Background: an optimization exercise with open tools, aiming at small area, a short achievable clock period and few clock cycles. Do not read the settings as production practice. Function was not checked in any run shown here: the RTL went through the layout flow alone. Power and IR drop assume default switching activity.

## flow/design.v (module list and top-level ports; edited modules follow where they fit)
// module pgc_units: 910 lines
// module pgc_fa: 10 lines
// module pgc_ha: 9 lines
module pgc_units (
    input  wire        clk,
    input  wire        rst,           
    input  wire        cmd_valid,
    output wire        cmd_ready,
    input  wire [3:0]  cmd_op,
    input  wire [31:0] cmd_opa,
    output reg         rsp_valid,
    output reg         rsp_refused,
    output reg  [31:0] rsp_res
);
  // ...
==> flow/flow/run.sh <==
#!/bin/bash
# The standard layout, with one change: the buffer that buffer_ports puts on
# every input and output port is the smallest plain buffer (buf_1) rather
# than the one it picks by default. Each port still gets its own buffer.
set -euo pipefail
export BUFFER_PORTS_ARGS="-buffer_cell sky130_fd_sc_hd__buf_1"
bash standard.sh > standard.log 2>&1
==> flow/standard.sh <==
#!/bin/bash
# synth_recipe.tcl (not shown) runs the flow's synth.tcl, then flattens the netlist and writes it again
# the make line also repeats each setting of config.mk as NAME=value (left out here)
make -C /OpenROAD-flow-scripts/flow DESIGN_CONFIG=/design/flow/config.mk WORK_HOME=/design/flow/orfs CLKGATE_MAP_FILE= SYNTH_SCRIPT=/design/flow/synth_recipe.tcl "${@:-finish}"
==> flow/config.mk <==
export PLATFORM = sky130hd
export DESIGN_NAME = pgc_units
export DESIGN_NICKNAME = pgc_units
export VERILOG_FILES = /design/flow/design.v
export SDC_FILE = /design/flow/constraint.sdc
export NUM_CORES = 4
export LEC_CHECK = 0
export CAP_MARGIN = 20
export CORE_MARGIN = 2
export CORE_UTILIZATION = 40
export CTS_BUF_LIST = sky130_fd_sc_hd__clkbuf_4 sky130_fd_sc_hd__clkbuf_8
export SETUP_SLACK_MARGIN = 5
export SLEW_MARGIN = 20
export SYNTH_HIERARCHICAL = 1
==> flow/constraint.sdc <==
create_clock -name core_clock -period 8.0 [get_ports {clk}]
set_input_delay 1.6000 -clock core_clock [delete_from_list [all_inputs] [get_ports {clk}]]
set_output_delay 1.6000 -clock core_clock [all_outputs]
set_load 0.01 [all_outputs]
==> impl_metrics.toml, run 1 <==
[outcome]
status = "timing/DRC/antenna clean"

[final_layout]
reg_top3 = "pc_q: 64 flops, lcg: 32 flops, rsp_res: 32 flops"
nClkBuffers = 17
layout_commonest_cell = "fa_1"
drive_gt1_share_pct = 15.83
design_area_sq_um = 13730
multi_input_area_share_pct = 53.08
largest_cell_class = "multi-input gates"

[setup_path]
cpPeakStageDelay_ps = 550
r2r_cells = 10
worstReg2RegStart = "pc_q[40]$_DFF_P_"
worstSetupPathType = "reg -> reg"
crit_family = "compound AO/OA/AOI/OAI gates"
start_kind = "flip-flop"

[yosys]
synth_area_leader_cell = "fa_1"
syn_inst = 1011
yosysWarnings = 7
syn_nets = 1255

[placed_design]
place_inst = 1444
placed_area_sq_um = 12380

[cts]
numCtsBuffers = 17
clkTransAtPathRegs_ps = 100
cts.root.buffer_cell = "clkbuf_8"

[global_route]
grt_pass1_vias = 7864

[detailed_routing]
route.met3.wl_mm = 1.187
wl_met1_mm = 13.49
wl_met2_mm = 14.37

[power_and_ir_drop]
pwr.group.clock_w = 0.000617

[min_path]
hold_path_end = "crc[7]$_SDFF_PP1_"

[sta]
post-route-min-period_ps = 2999

[floorplanning]
dieArea_sq_um = 30630
==> inputs of run 2 (changes only) <==
--- a/flow/design.v
+++ b/flow/design.v
@@ -17,133 +17,30 @@
     localparam [15:0] CRC_INIT     = 16'hC387;
     localparam [15:0] CRC_FEEDBACK = 16'hC37B;
     localparam [31:0] KEY          = 32'h43202F2F;
     localparam [29:0] POS_INIT     = 30'h3F7FFFD0;   
     reg [15:0] crc;
     reg [31:0] lcg;
     reg [29:0] pos;
     reg        busy;      
-    reg  [7:0] crc_b;
-    reg        crc_p;
     function [15:0] crc_update;
         input [15:0] c_in;
         input [7:0]  b;
         reg   [15:0] c;
         integer      i;
         begin
             c = c_in ^ {8'h00, b};
             for (i = 0; i < 8; i = i + 1)
                 c = c[0] ? ((c >> 1) ^ CRC_FEEDBACK) : (c >> 1);
             crc_update = c;
         end
     endfunction
     wire [31:0] lcg_next;
     wire [31:0] res_next;
-    wire pz0_1 = ~pos[1] & ~pos[0];
-    wire pz0_3 = ~pos[3] & ~pos[2];
-    wire pz0_5 = ~pos[5] & ~pos[4];
-    wire pz0_7 = ~pos[7] & ~pos[6];
-    wire pz0_9 = ~pos[9] & ~pos[8];
-    wire pz0_11 = ~pos[11] & ~pos[10];
-    wire pz0_13 = ~pos[13] & ~pos[12];
-    wire pz0_15 = ~pos[15] & ~pos[14];
-    wire pz0_17 = ~pos[17] & ~pos[16];
-    wire pz0_19 = ~pos[19] & ~pos[18];
-    wire pz0_21 = ~pos[21] & ~pos[20];
-    wire pz0_23 = ~pos[23] & ~pos[22];
-    wire pz0_25 = ~pos[25] & ~pos[24];
-    wire pz0_27 = ~pos[27] & ~pos[26];
-    wire pz0_29 = ~pos[29] & ~pos[28];
-    wire pz1_2 = ~pos[2] & pz0_1;
-    wire pz1_3 = pz0_3 & pz0_1;
-    wire pz1_6 = ~pos[6] & pz0_5;
-    wire pz1_7 = pz0_7 & pz0_5;
-    wire pz1_10 = ~pos[10] & pz0_9;
-    wire pz1_11 = pz0_11 & pz0_9;
-    wire pz1_14 = ~pos[14] & pz0_13;
-    wire pz1_15 = pz0_15 & pz0_13;
-    wire pz1_18 = ~pos[18] & pz0_17;
-    wire pz1_19 = pz0_19 & pz0_17;
-    wire pz1_22 = ~pos[22] & pz0_21;
-    wire pz1_23 = pz0_23 & pz0_21;
-    wire pz1_26 = ~pos[26] & pz0_25;
-    wire pz1_27 = pz0_27 & pz0_25;
-    wire pz2_4 = ~pos[4] & pz1_3;
-    wire pz2_5 = pz0_5 & pz1_3;
-    wire pz2_6 = pz1_6 & pz1_3;
-    wire pz2_7 = pz1_7 & pz1_3;
-    wire pz2_12 = ~pos[12] & pz1_11;
-    wire pz2_13 = pz0_13 & pz1_11;
-    wire pz2_14 = pz1_14 & pz1_11;
-    wire pz2_15 = pz1_15 & pz1_11;
-    wire pz2_20 = ~pos[20] & pz1_19;
-    wire pz2_21 = pz0_21 & pz1_19;
-    wire pz2_22 = pz1_22 & pz1_19;
-    wire pz2_23 = pz1_23 & pz1_19;
-    wire pz2_28 = ~pos[28] & pz1_27;
-    wire pz2_29 = pz0_29 & pz1_27;
-    wire pz3_8 = ~pos[8] & pz2_7;
-    wire pz3_9 = pz0_9 & pz2_7;
-    wire pz3_10 = pz1_10 & pz2_7;
-    wire pz3_11 = pz1_11 & pz2_7;
-    wire pz3_12 = pz2_12 & pz2_7;
-    wire pz3_13 = pz2_13 & pz2_7;
-    wire pz3_14 = pz2_14 & pz2_7;
-    wire pz3_15 = pz2_15 & pz2_7;
-    wire pz3_24 = ~pos[24] & pz2_23;
-    wire pz3_25 = pz0_25 & pz2_23;
-    wire pz3_26 = pz1_26 & pz2_23;
-    wire pz3_27 = pz1_27 & pz2_23;
-    wire pz3_28 = pz2_28 & pz2_23;
-    wire pz3_29 = pz2_29 & pz2_23;
-    wire pz4_16 = ~pos[16] & pz3_15;
-    wire pz4_17 = pz0_17 & pz3_15;
-    wire pz4_18 = pz1_18 & pz3_15;
-    wire pz4_19 = pz1_19 & pz3_15;
-    wire pz4_20 = pz2_20 & pz3_15;
-    wire pz4_21 = pz2_21 & pz3_15;
-    wire pz4_22 = pz2_22 & pz3_15;
-    wire pz4_23 = pz2_23 & pz3_15;
-    wire pz4_24 = pz3_24 & pz3_15;
-    wire pz4_25 = pz3_25 & pz3_15;
-    wire pz4_26 = pz3_26 & pz3_15;
-    wire pz4_27 = pz3_27 & pz3_15;
-    wire pz4_28 = pz3_28 & pz3_15;
-    wire pz4_29 = pz3_29 & pz3_15;
-    assign pos_zero[0] = 1'b1;
-    assign pos_zero[1] = ~pos[0];
-    assign pos_zero[2] = pz0_1;
-    assign pos_zero[3] = pz1_2;
-    assign pos_zero[4] = pz1_3;
-    assign pos_zero[5] = pz2_4;
-    assign pos_zero[6] = pz2_5;
-    assign pos_zero[7] = pz2_6;
-    assign pos_zero[8] = pz2_7;
-    assign pos_zero[9] = pz3_8;
-    assign pos_zero[10] = pz3_9;
-    assign pos_zero[11] = pz3_10;
-    assign pos_zero[12] = pz3_11;
-    assign pos_zero[13] = pz3_12;
-    assign pos_zero[14] = pz3_13;
-    assign pos_zero[15] = pz3_14;
-    assign pos_zero[16] = pz3_15;
-    assign pos_zero[17] = pz4_16;
-    assign pos_zero[18] = pz4_17;
-    assign pos_zero[19] = pz4_18;
-    assign pos_zero[20] = pz4_19;
-    assign pos_zero[21] = pz4_20;
-    assign pos_zero[22] = pz4_21;
-    assign pos_zero[23] = pz4_22;
-    assign pos_zero[24] = pz4_23;
-    assign pos_zero[25] = pz4_24;
-    assign pos_zero[26] = pz4_25;
-    assign pos_zero[27] = pz4_26;
-    assign pos_zero[28] = pz4_27;
-    assign pos_zero[29] = pz4_28;
     wire a_s0, a_c0;
     pgc_ha a_ha0 (.a(lcg[4]), .b(lcg[0]), .s(a_s0), .co(a_c0));
     wire a_s1, a_c1;
     pgc_fa a_fa1 (.a(lcg[5]), .b(~lcg[3]), .c(lcg[1]), .s(a_s1), .co(a_c1));
     wire a_s2, a_c2;
     pgc_fa a_fa2 (.a(lcg[6]), .b(~lcg[4]), .c(lcg[2]), .s(a_s2), .co(a_c2));
     wire a_s3, a_c3;
     pgc_ha a_ha3 (.a(lcg[7]), .b(lcg[3]), .s(a_s3), .co(a_c3));
@@ -864,53 +761,62 @@
     assign lcg_next[28] = b_p28 ^ b_Gs4_27;
     assign res_next[28] = b_p28 ^ rsp_res[28] ^ b_Gs4_27;
     assign lcg_next[29] = b_p29 ^ b_Gs4_28;
     assign res_next[29] = b_p29 ^ rsp_res[29] ^ b_Gs4_28;
     assign lcg_next[30] = b_p30 ^ b_Gs4_29;
     assign res_next[30] = b_p30 ^ rsp_res[30] ^ b_Gs4_29;
     assign lcg_next[31] = b_p31 ^ b_Gs4_30;
     assign res_next[31] = b_p31 ^ rsp_res[31] ^ b_Gs4_30;
-    wire [15:0] crc_upd = crc_update(crc, crc_b);
-    wire [15:0] crc_cur = crc_p ? crc_upd : crc;
     assign cmd_ready = ~busy;
     wire accept     = cmd_valid & ~busy;
     wire is_crc_new = cmd_op == OP_CRC_NEW;
     wire is_crc_upd = cmd_op == OP_CRC_UPD;
     wire is_sum16   = cmd_op == OP_CRC_SUM16;
     wire is_new     = cmd_op == OP_CIPH_NEW;
     wire is_enc     = cmd_op == OP_CIPH_ENC;
-    wire [29:0] pos_zero;     
+    reg  [4:1]  pos_gz;
+    wire [4:1]  pos_gz_d;
+    wire [29:0] pos_zero;
+    genvar gi, gj;
+    generate for (gi = 0; gi < 5; gi = gi + 1) begin : g_pos
+        if (gi == 0) begin : g_first
+            assign pos_zero[0] = 1'b1;
+        end else begin : g_rest
+            assign pos_gz_d[gi] = ~|pos[6*gi-1:0];
+            assign pos_zero[6*gi] = pos_gz[gi];
+        end
+        for (gj = 1; gj < 6; gj = gj + 1) begin : g_bit
+            assign pos_zero[6*gi+gj] = pos_zero[6*gi+gj-1] & ~pos[6*gi+gj-1];
+        end
+    end endgenerate
     always @(posedge clk) begin
         pc_q <= pc_d;
         if (rst) begin
             rsp_valid <= 1'b0;
             busy      <= 1'b0;
         end else begin
             rsp_valid <= busy | (accept & ~is_enc);
             busy      <= accept & is_enc;
         end
         rsp_refused <= ~busy & (cmd_op[3] | (cmd_op[2] & cmd_op[1]));
         if (busy)
             rsp_res <= res_next;
         else if (is_sum16)
-            rsp_res <= {16'h0000, crc_cur};
+            rsp_res <= {16'h0000, crc};
         else
             rsp_res <= cmd_opa ^ {pos, 2'b00} ^ KEY;
         if (accept) begin
+            if (is_crc_new) crc <= CRC_INIT;
+            if (is_crc_upd) crc <= crc_update(crc, cmd_opa[7:0]);
             if (is_new)     lcg <= cmd_opa;
         end
         if (busy) lcg <= lcg_next;
-        crc_b <= cmd_opa[7:0];
-        crc_p <= accept & is_crc_upd;
-        if (accept & is_crc_new)
-            crc <= CRC_INIT;
-        else if (crc_p)
-            crc <= crc_upd;
         pos <= (accept & is_new) ? POS_INIT : pos ^ (pos_zero & {30{busy}});
+        pos_gz <= (accept & is_new) ? 4'b0000 : pos_gz_d;    
     end
 endmodule
 module pgc_fa (
     input  wire a,
     input  wire b,
     input  wire c,
     output wire s,
     output wire co
==> flow/flow/run.sh (replaced) <==
#!/bin/bash
set -euo pipefail
export BUFFER_PORTS_ARGS="-buffer_cell sky130_fd_sc_hd__buf_1"
bash standard.sh SETUP_SLACK_MARGIN=5.3 finish > standard.log 2>&1
==> impl_metrics.toml, run 2 <==
[outcome]
status = "timing/DRC/antenna clean"

[sta]
maxSlewHeadroom_pct = 53.43
hold_ws_ps = 540.4
slew_viol_final = 0
hold_viol_final = 0
setup_viol = 0
tightest_slew_ps = 698.6
rsz0062_at_grt = "yes"
max_clock_freq_mhz = 336.7
setup_tns_ps = 0
post-route-min-period_ps = 2970
fin_skew_ps = 19.67
min_period_over_period_pct = 37.12
finalWorstSetupSlack_ps = 5030

[final_layout]
final_cell_mix = "fa_1 (128), dfxtp_1 (117), inv_1 (103), buf_4 (95), xnor2_1 (65)"
reg_top3 = "pc_q: 64 flops, lcg: 32 flops, rsp_res: 32 flops"
design_area_sq_um = 15020
fillers = 2501
largest_register_ffs = 64
syn2layout_area_growth_pct = 27.15
seq_area_sq_um = 4126
layout_commonest_cell = "fa_1"
fin_util_pct = 52.06
drive_gt1_share_pct = 29.79
multiInputGateArea_sq_um = 7989
regMostFlops = "pc_q"
final_nets = 1463

[power_and_ir_drop]
power.density_nw_per_um2 = 225.4
leakage_nw = 6.004
irDropWorstVdd_mv = 0.1271

[cts]
cts_tree = "yes"
clk_latency_ps = 470
clkTransAtPathRegs_ps = 100
h-tree-depth = 4
cts.root.buffer_cell = "clkbuf_8"
numCtsBuffers = 17
holdBufCountCts = 0
cts_buffer_depth = 2
cts_sinks = 181

[floorplanning]
row_count = 62
io_pins = 74
die-width_um = 175.9
dieArea_sq_um = 30930
start_util_pct = 40.95
die_h_um = 175.9
core_region_area_sq_um = 28860

[yosys]
syn_inst = 1016
synth_top_flop_cell = "dfxtp_1"
synth-async-reset-ratio_pct = 0
synth_area_leader_cell = "fa_1"
ys_top_cells_by_count = "fa_1 (171), dfxtp_1 (133), inv_1 (118)"
synth_cell_type_count = 58
synth_edf_count = 48
yosysTopAreaCellShare_pct = 28.97
ys_seq_area_share_pct = 34.73
yosysWarnings = 7
yosysMostFrequentCell = "fa_1"
yosys-top-cells-area = "fa_1 (29%), dfxtp_1 (23%), edfxtp_1 (12%)"
synth_area_sq_um = 11820
ys_ff_latch = 181
syn_nets = 1260
avgSynthCellArea_sq_um = 11.63

[min_path]
hold_path_end = "pos[9]$_SDFF_PP1_"
hold_path.startpoint = "pos[9]$_SDFF_PP1_"
holdPathStages = 2
hold_class = "reg -> reg"

[placed_design]
port_buffers = 73
placed_area_sq_um = 12750
gp_congestion = 0.8423
dp_worst_setup_slack_ps = 4493
hpwl_mm = 21.72

[detailed_routing]
ant_nets = 0
postRouteWirelength_mm = 32.78
drc = 0
first_pass_iters = 4
drt_iter0_drc = 469
dr_total_vias = 8166
wl_per_cell_um = 20.27
vias_per_cell = 5.050

[setup_path]
slowest_stage = "a221o_2"
cp.arrival_ps = 3180
reg2reg_slack_ps = 5030
cp-end-kind = "flip-flop"
worstReg2RegStart = "pc_q[28]$_DFF_P_"
critPathMaxFanout = 6
worstSetupPathType = "reg -> reg"
reg2reg_to = "lcg[29]$_DFFE_PP_"
cpPeakStageDelay_ps = 440
cp_cell_sequence = "fa_2, inv_2, ha_4, nor2b_4, a21o_1, a221o_2, o2111a_2, o31ai_4, a21oi_2, mux2_4"
r2r_cells = 10
cp.required_ps = 8210
start_kind = "flip-flop"

[job]
maxCapViolCount = 0

[global_route]
gr-total-overflow = 0
grt_max_degree = 91
grt_use_total_pct = 21.55
grt_first_pass_wirelength_mm = 49.51
antenna_found_initial = 1
grt_pass1_vias = 8618
[run 2: changes by cell type after synthesis, moves of 7 or more]
cell      delta
dfxtp_1     -21
edfxtp_1    +16
nor3_1      +16
or3_1       +12
xnor2_1     -12
nand3_1     -11
mux2i_1      -8
nor2_1       -8
a211oi_1     +7
clkbuf_1     -7
nand2_1      +7
[run 2: Yosys stat by module, one instance, submodules excluded]
module     cells  flops+latches  area [sq um]  copies in the design
pgc_ha         1              0         12.51                     7
pgc_fa         1              0         20.02                   166
pgc_units    843            181          8406                     1
[run 2: area by class of cell]
type,count,area share [%]
tap,384,3.198
multi-input combinational,693,53.17
timing repair buffer,206,10.24
sequential,181,27.47
inverter,119,3.173
timing repair inverter,1,0.05829
clock buffer,18,1.607
antenna,1,0.01666
clock inverter,14,1.066
[run 2: metal layers]
metal  GRT usage, %  vias up  share of wire (%)
met2          35.43      237                 49
met3          5.541       34                6.9
li1               -     3737                  -
met4          6.026        0                1.9
met1          28.30     4158                 42
met5              0        -                  0
[run 2: critical path, delay by kind of cell (launching register included)]
family | cells | cell delay, ps
AND/OR/NAND/NOR | 1 | 120
multiplexers | 1 | 270
AO/OA/AOI/OAI | 5 | 1320
adder cells (fa/ha/maj) | 2 | 570
buffers and inverters | 1 | 70
flip-flops | 1 | 340
[run 2: cell families after synthesis]
family                     after synthesis  synth area share, %
muxes                                   23                2.192
and+or+nand+nor                        197                8.270
xor gates and xnor gates               133                10.42
adders and majority gates              205                32.57
DFF                                    181                34.73
buffers and inverters                  145                4.871
AOI/OAI and AO/OA                      132                6.946
[run 2: stage by stage]
step | cells | total power, W
finish | 1617 | 0.003387
global route | 1617 | 0.003604
CTS | 1593 | 0.003292
detailed placement | 1450 | 0.002400
global placement | 1450 | 0.002388
floorplan | 1016 | 0.002059
[run 2: worst max-delay path by stage]
stage | startpoint | to | slack, ps | depth (start not counted)
6_report | pc_q[28]$_DFF_P_ | lcg[29]$_DFFE_PP_ | 5030 | 10
5_1_grt | pc_q[28]$_DFF_P_ | lcg[29]$_DFFE_PP_ | 4960 | 10
4_1_cts | pc_q[28]$_DFF_P_ | lcg[29]$_DFFE_PP_ | 5090 | 10
3_5_place_dp | cmd_op[0] | pos_gz[4]$_SDFF_PP0_ | 4490 | 7
3_3_place_gp | cmd_op[2] | pos_gz[4]$_SDFF_PP0_ | 4570 | 7
2_1_floorplan | cmd_opa[1] | crc[6]$_SDFFCE_PP0P_ | 4920 | 7
[run 2: report_power, final]
part	leakage (nW)	total, W	internal, W	switching, W
Combinational	4.25	0.00157	0.000737	0.000834
Clock	0.208	0.000645	0.000266	0.000378
Sequential	1.54	0.00117	0.00107	0.000105
[run 2: what timing repair did]
action | CTS | global route
pin swaps | 39 | 49
hold endpoints to repair | 0 | 0
setup endpoints to repair | 147 | 111
cloned | 2 | 2
buffers inserted | 109 | 21
resized for setup | 103 | 103
==> inputs of run 3 (changes only) <==
==> flow/flow/run.sh (replaced) <==
#!/bin/bash
set -euo pipefail
export BUFFER_PORTS_ARGS="-buffer_cell sky130_fd_sc_hd__buf_1"
bash standard.sh SETUP_SLACK_MARGIN=5.6 finish > standard.log 2>&1
==> impl_metrics.toml, run 3 <==
[yosys]
synth_cell_type_count = 58
synth_area_leader_cell = "fa_1"
syn_inst = 1016
synth_area_sq_um = 11820
avgSynthCellArea_sq_um = 11.63
synth_compound_area_share_pct = 6.946
synth_fa_ha_area_share_pct = 32.57
synth_top_family_by_area = "adder cells"
synthSimpleGateAreaFrac_pct = 8.270
ys_ff_latch = 181
ys_seq_area_share_pct = 34.73
synthXorXnorAreaFrac_pct = 10.42
yosysWarnings = 7
yosys-top-cells-area = "fa_1 (29%), dfxtp_1 (23%), edfxtp_1 (12%)"
yosysMostFrequentCell = "fa_1"
yosysTopAreaCellShare_pct = 28.97
synth_edf_count = 48
ys_top_cells_by_count = "fa_1 (171), dfxtp_1 (133), inv_1 (118)"
syn_nets = 1260
synth-async-reset-ratio_pct = 0
synth_top_flop_cell = "dfxtp_1"
synthMuxAreaShare_pct = 2.192

[cts]
clkTransAtPathRegs_ps = 110
cts_buffer_depth = 2
h-tree-depth = 4
cts.root.buffer_cell = "clkbuf_8"
holdBufCountCts = 0
cts_sinks = 181
cts_tree = "yes"
numCtsBuffers = 17
clk_latency_ps = 490

[setup_path]
cp-end-kind = "flip-flop"
start_kind = "flip-flop"
worstSetupPathType = "reg -> reg"
cp.arrival_ps = 3170
critPathMaxFanout = 4
cp.required_ps = 8230

[power_and_ir_drop]
leakage_nw = 6.753
power.density_nw_per_um2 = 222.5
p_sw_w = 0.001432
pwr-share-seq_pct = 31.4
power_w = 0.003742
internal_power_w = 0.002310
combPwrFrac_pct = 50.8
p_sw_share_pct = 38.27
irDropWorstVdd_mv = 0.1284
p_clk_share_pct = 17.7

[floorplanning]
start_util_pct = 40.95
dieArea_sq_um = 30930
core_region_area_sq_um = 28860
row_count = 62
die_h_um = 175.9
io_pins = 74
die-width_um = 175.9

[sta]
rsz0062_at_grt = "yes"
post-route-min-period_ps = 2939
maxSlewHeadroom_pct = 69.74
fin_skew_ps = 28.27
min_period_over_period_pct = 36.73
tightest_slew_ps = 453.9
setup_viol = 0
hold_viol_final = 0
setup_tns_ps = 0
max_clock_freq_mhz = 340.3
slew_viol_final = 0

[final_layout]
layout_commonest_cell = "buf_4"
syn2layout_area_growth_pct = 42.34
regMostFlops = "pc_q"
final_nets = 1556
final_cell_mix = "buf_4 (144), buf_6 (101), inv_1 (96), dfxtp_1 (92), fa_1 (86)"
drive_gt1_share_pct = 46.72
reg_top3 = "pc_q: 64 flops, lcg: 32 flops, rsp_res: 32 flops"
largest_register_ffs = 64

[global_route]
top_usage_layer = "met2"
met3_usage_pct = 5.000
grt_max_degree = 69
grt_pass1_vias = 9301
gr-total-overflow = 0
grt_first_pass_wirelength_mm = 53.33
use_met1_pct = 29.91
grt_use_total_pct = 23.30
grt_util_met2_pct = 40.08
antenna_found_initial = 2

[min_path]
hold_class = "reg -> reg"

[detailed_routing]
vias_per_cell = 5.083
dr_total_vias = 8692
drt_iter0_drc = 548
ant_nets = 0
postRouteWirelength_mm = 35.83
wl_per_cell_um = 20.96
first_pass_iters = 5
drc = 0

[placed_design]
hpwl_mm = 22.21
gp_congestion = 0.8273
port_buffers = 73

[outcome]
status = "timing/DRC/antenna clean"

[job]
maxCapViolCount = 0
-- run 3: per-module statistics from Yosys (local to each module, per instance) --
module,copies in the design,flip-flops and latches
pgc_units,1,181
pgc_fa,166,0
pgc_ha,7,0
-- run 3: layout make-up --
class                      count  area (sq um)
fill                        2309         12040
multi-input combinational    695          8499
sequential                   181          4168
timing repair buffer         297          2765
inverter                     119         490.5
tap                          384         480.5
clock buffer                  18         241.5
clock inverter                14         161.4
timing repair inverter         1         11.26
antenna                        1         2.502
-- run 3: cells by family (layout without fill, tap and decap cells) --
family / count (synthesis) / after routing
multiplexers: 23 / 23
adder cells (fa/ha/maj): 205 / 205
AND/OR/NAND/NOR: 197 / 202
buffers and inverters: 145 / 449
XOR/XNOR: 133 / 133
other: 0 / 1
flip-flops: 181 / 181
AO/OA/AOI/OAI: 132 / 132
-- run 3: final timing paths --
path | start | cells past startpoint | slack, ps | to
max reg2reg | pc_q[28]$_DFF_P_ | 10 | 5060 | lcg[28]$_DFFE_PP_
min | pos[27]$_SDFF_PP1_ | 2 | 530 | pos[27]$_SDFF_PP1_
min reg2reg | pos[27]$_SDFF_PP1_ | 2 | 530 | pos[27]$_SDFF_PP1_
max | pc_q[28]$_DFF_P_ | 10 | 5060 | lcg[28]$_DFFE_PP_
-- run 3: power by group through the flow --
stage / Sequential, W / Clock (W) / Combinational (W)
floorplan: 0.00118 / 0 / 0.000956
global route: 0.00119 / 0.000707 / 0.00207
finish: 0.00118 / 0.000664 / 0.00190
detailed placement: 0.00120 / 0 / 0.00129
CTS: 0.00117 / 0.000674 / 0.00168
global placement: 0.00119 / 0 / 0.00128
-- run 3: through the flow --
step / worst slack (ps) / utilization [%] / cell area (sq um) / hold WS (ps) / instances
after detailed placement: 4393 / 45.68 / 13180 / 514.4 / 1452
final: 5061 / 58.29 / 16820 / 526.2 / 1710
after floorplan: 4922 / - / 12640 / 464.4 / 1016
after CTS: 5084 / 55.17 / 15920 / 530.1 / 1647
after global routing: 4984 / 58.28 / 16820 / 561.1 / 1709
after global placement: 4455 / 45.68 / 13180 / 510.0 / 1452
-- run 3: worst max-delay path, stage by stage (launching register included) --
cell      delay [ps]
dfxtp_2          340
fa_2             380
inv_2             70
ha_4             190
nor2b_4          130
a21o_1           180
a221o_2          450
o2111a_2         330
nor3_4           210
xnor2_1          120
mux2_2           290
-- run 3: what timing repair did --
item                                    in CTS  in global routing
buffers inserted                           158                 60
gates resized for setup                    275                101
endpoints found under the setup margin     219                179
cloned                                       5                  2
pin swaps                                   90                 80
-- run 3: metal layers --
layer	wire length [um]	share of wire, %	up-vias
met3	1906	5.3	49
met1	14990	42	4476
met5	0	0	-
li1	-	-	3926
met2	18120	51	241
met4	816	2.3	0
==> inputs of run 4 (changes only) <==
==> flow/flow/run.sh (replaced) <==
#!/bin/bash
# The standard layout, with one change: the buffer that buffer_ports puts on
# every input and output port is the smallest plain buffer (buf_1) rather
# than the one it picks by default. Each port still gets its own buffer.
set -euo pipefail
export BUFFER_PORTS_ARGS="-buffer_cell sky130_fd_sc_hd__buf_1"
bash standard.sh > standard.log 2>&1
==> impl_metrics.toml, run 4 <==
[outcome]
status = "timing/DRC/antenna clean"

[global_route]
grt_first_pass_wirelength_mm = 45.37
antenna_found_initial = 0
grt_max_degree = 72
gr-total-overflow = 0
grt_use_total_pct = 19.79
grt_pass1_vias = 7917

[setup_path]
r2r_cells = 10
critPathMaxFanout = 5
worstSetupPathType = "reg -> reg"
cp.required_ps = 8320
start_kind = "flip-flop"
reg2reg_slack_ps = 5000
reg2reg_to = "lcg[31]$_DFFE_PP_"
cp-end-kind = "flip-flop"
worstReg2RegStart = "pc_q[34]$_DFF_P_"
cp.arrival_ps = 3310

[floorplanning]
start_util_pct = 40.95
dieArea_sq_um = 30930
core_region_area_sq_um = 28860
row_count = 62
die-width_um = 175.9
die_h_um = 175.9
io_pins = 74

[yosys]
yosysWarnings = 7
yosysTopAreaCellShare_pct = 28.97
syn_inst = 1016
synth_area_sq_um = 11820
syn_nets = 1260
ys_ff_latch = 181
synth_area_leader_cell = "fa_1"
avgSynthCellArea_sq_um = 11.63
yosys-top-cells-area = "fa_1 (29%), dfxtp_1 (23%), edfxtp_1 (12%)"
synth_cell_type_count = 58
ys_seq_area_share_pct = 34.73
synth_top_flop_cell = "dfxtp_1"
synth-async-reset-ratio_pct = 0
yosysMostFrequentCell = "fa_1"
ys_top_cells_by_count = "fa_1 (171), dfxtp_1 (133), inv_1 (118)"
synth_edf_count = 48

[final_layout]
final_nets = 1402
regMostFlops = "pc_q"
seq_area_sq_um = 4111
largest_register_ffs = 64
fillers = 2644
reg_top3 = "pc_q: 64 flops, lcg: 32 flops, rsp_res: 32 flops"
syn2layout_area_growth_pct = 17.26
diodes = 0
layout_commonest_cell = "fa_1"
final_cell_mix = "fa_1 (170), dfxtp_1 (129), inv_1 (115), xnor2_1 (78), buf_1 (72)"
drive_gt1_share_pct = 16.23
multiInputGateArea_sq_um = 7493

[detailed_routing]
drt_iter0_drc = 474
vias_per_cell = 4.997
drc = 0
ant_nets = 0
dr_total_vias = 7771
first_pass_iters = 7
postRouteWirelength_mm = 29.91
wl_per_cell_um = 19.24

[min_path]
hold_path_end = "pos[9]$_SDFF_PP1_"
hold_path.startpoint = "pos[9]$_SDFF_PP1_"
hold_class = "reg -> reg"
holdPathStages = 2

[sta]
maxSlewHeadroom_pct = 48.58
rsz0062_at_grt = "yes"
slew_viol_final = 0
tightest_slew_ps = 771.2
hold_viol_final = 0
setup_viol = 0
fin_skew_ps = 29.76
max_clock_freq_mhz = 333.9
min_period_over_period_pct = 37.44
post-route-min-period_ps = 2995
setup_tns_ps = 0

[cts]
cts_buffer_depth = 2
clk_latency_ps = 490
clkTransAtPathRegs_ps = 100
cts_sinks = 181
numCtsBuffers = 17
cts.root.buffer_cell = "clkbuf_8"
h-tree-depth = 4
cts_tree = "yes"

[job]
maxCapViolCount = 0

[power_and_ir_drop]
power.density_nw_per_um2 = 228.0
power_w = 0.003160
leakage_nw = 5.528
irDropWorstVdd_mv = 0.1144

[placed_design]
port_buffers = 73
gp_congestion = 0.8109
hpwl_mm = 21.59
[run 4: cell counts after synthesis]
Identical to the previous run, type by type.
[run 4: cell families (layout without fill, tap and decap cells)]
logic type / after synthesis / in the layout / synth area share, %
compound gates: 132 / 132 / 6.946
buf+inv: 145 / 299 / 4.871
flops: 181 / 181 / 34.73
mux: 23 / 23 / 2.192
simple gates: 197 / 198 / 8.270
fa+ha+maj: 205 / 205 / 32.57
xor+xnor: 133 / 133 / 10.42
[run 4: area by class of cell]
type / instances / area share (%)
multi-input cells: 691 / 54.08
clock inverters: 14 / 1.057
flip-flops and latches: 181 / 29.67
well taps: 384 / 3.468
inverters: 119 / 3.341
repair buffers: 148 / 6.637
clock buffers: 18 / 1.743
[run 4: how the worst max path moves through the flow]
stage,startpoint,end,slack (ps),cells past startpoint
detailed placement,cmd_op[2],pos_gz[4]$_SDFF_PP0_,4170,7
global placement,cmd_op[2],pos_gz[4]$_SDFF_PP0_,4240,7
CTS,busy$_SDFF_PP0_,cmd_ready,4800,2
floorplan,cmd_opa[1],crc[14]$_SDFFCE_PP1P_,4920,7
global route,pc_q[28]$_DFF_P_,lcg[31]$_DFFE_PP_,4920,11
finish,pc_q[34]$_DFF_P_,lcg[31]$_DFFE_PP_,5000,10
[run 4: what timing repair did]
item,in CTS,in global routing
gates resized for setup,22,35
endpoints found under the setup margin,61,65
hold buffers,0,0
buffers inserted,41,30
pin swaps,6,15
gates cloned,0,1
[run 4: Yosys stat by module (local to each module, per instance)]
module	cells inside	cell area (sq um)	flip-flops and latches	times used
pgc_ha	1	12.51	0	7
pgc_fa	1	20.02	0	166
pgc_units	843	8406	181	1
[run 4: per-stage QoR]
stage	setup slack, ps	area, sq um	cells	hold slack [ps]	util [%]
after floorplan	4922	11960	1016	472.5	-
after global placement	4236	12620	1450	501.0	43.72
after detailed placement	4171	12620	1450	512.3	43.72
after CTS	4804	13470	1523	526.2	46.67
after global routing	4924	13860	1555	539.4	48.01
final	5005	13860	1555	525.8	48.01
[run 4: metal layers]
metal	track usage (%)	part of all wire [%]
met1	26.04	43
met2	32.60	48
met3	4.675	6.1
met4	5.957	2.3
met5	0	0
[run 4: critical path, cell delays in order, from the launching register on]
cell and delay [ps]:
dfxtp_2 330, fa_1 540, inv_2 40, ha_4 220, and3_4 160, a221o_2 430
buf_4 160, o2111ai_2 250, a21boi_2 140, or3_1 340, a31oi_2 210
[run 4: power breakdown]
| group | total (W) | switching, W | internal (W) |
|---|---|---|---|
| Sequential | 0.00117 | 0.000102 | 0.00106 |
| Clock | 0.000636 | 0.000376 | 0.000259 |
| Combinational | 0.00136 | 0.000738 | 0.000621 |
| Total | 0.00316 | 0.00122 | 0.00194 |

[port drivers added, routing unchanged]
The flow's constraints put no driver on any port. The routed layouts listed below were extracted and timed again, unchanged, in two steps.
Step 1 sets driving cells, clkbuf_16 on the clock port and buf_2 on the other inputs (assumed; they add their load-dependent delay and slew).
Step 2 also shifts input and output timing later by t, the mid clock arrival at the registers, as if the neighbouring blocks saw the same clock.
Slacks: ideal / step 1 / step 2; pairs: ideal / step 1.
run | shift t [ns] | setup WS [ns] | worst setup path after step 2
run 1 | 0.524 | 5.001 / 4.962 / 4.814 | input to register
run 2 | 0.510 | 5.030 / 5.030 / 4.740 | input to register
run 3 | 0.524 | 5.061 / 5.061 / 4.750 | input to register
run 4 | 0.518 | 5.005 / 5.005 / 4.618 | input to register
After both steps setup and hold are still met in every run listed. For run 4, which loses most, drivers alone change the setup slack by 0.000 ns; drivers and shift together by -0.387 ns.
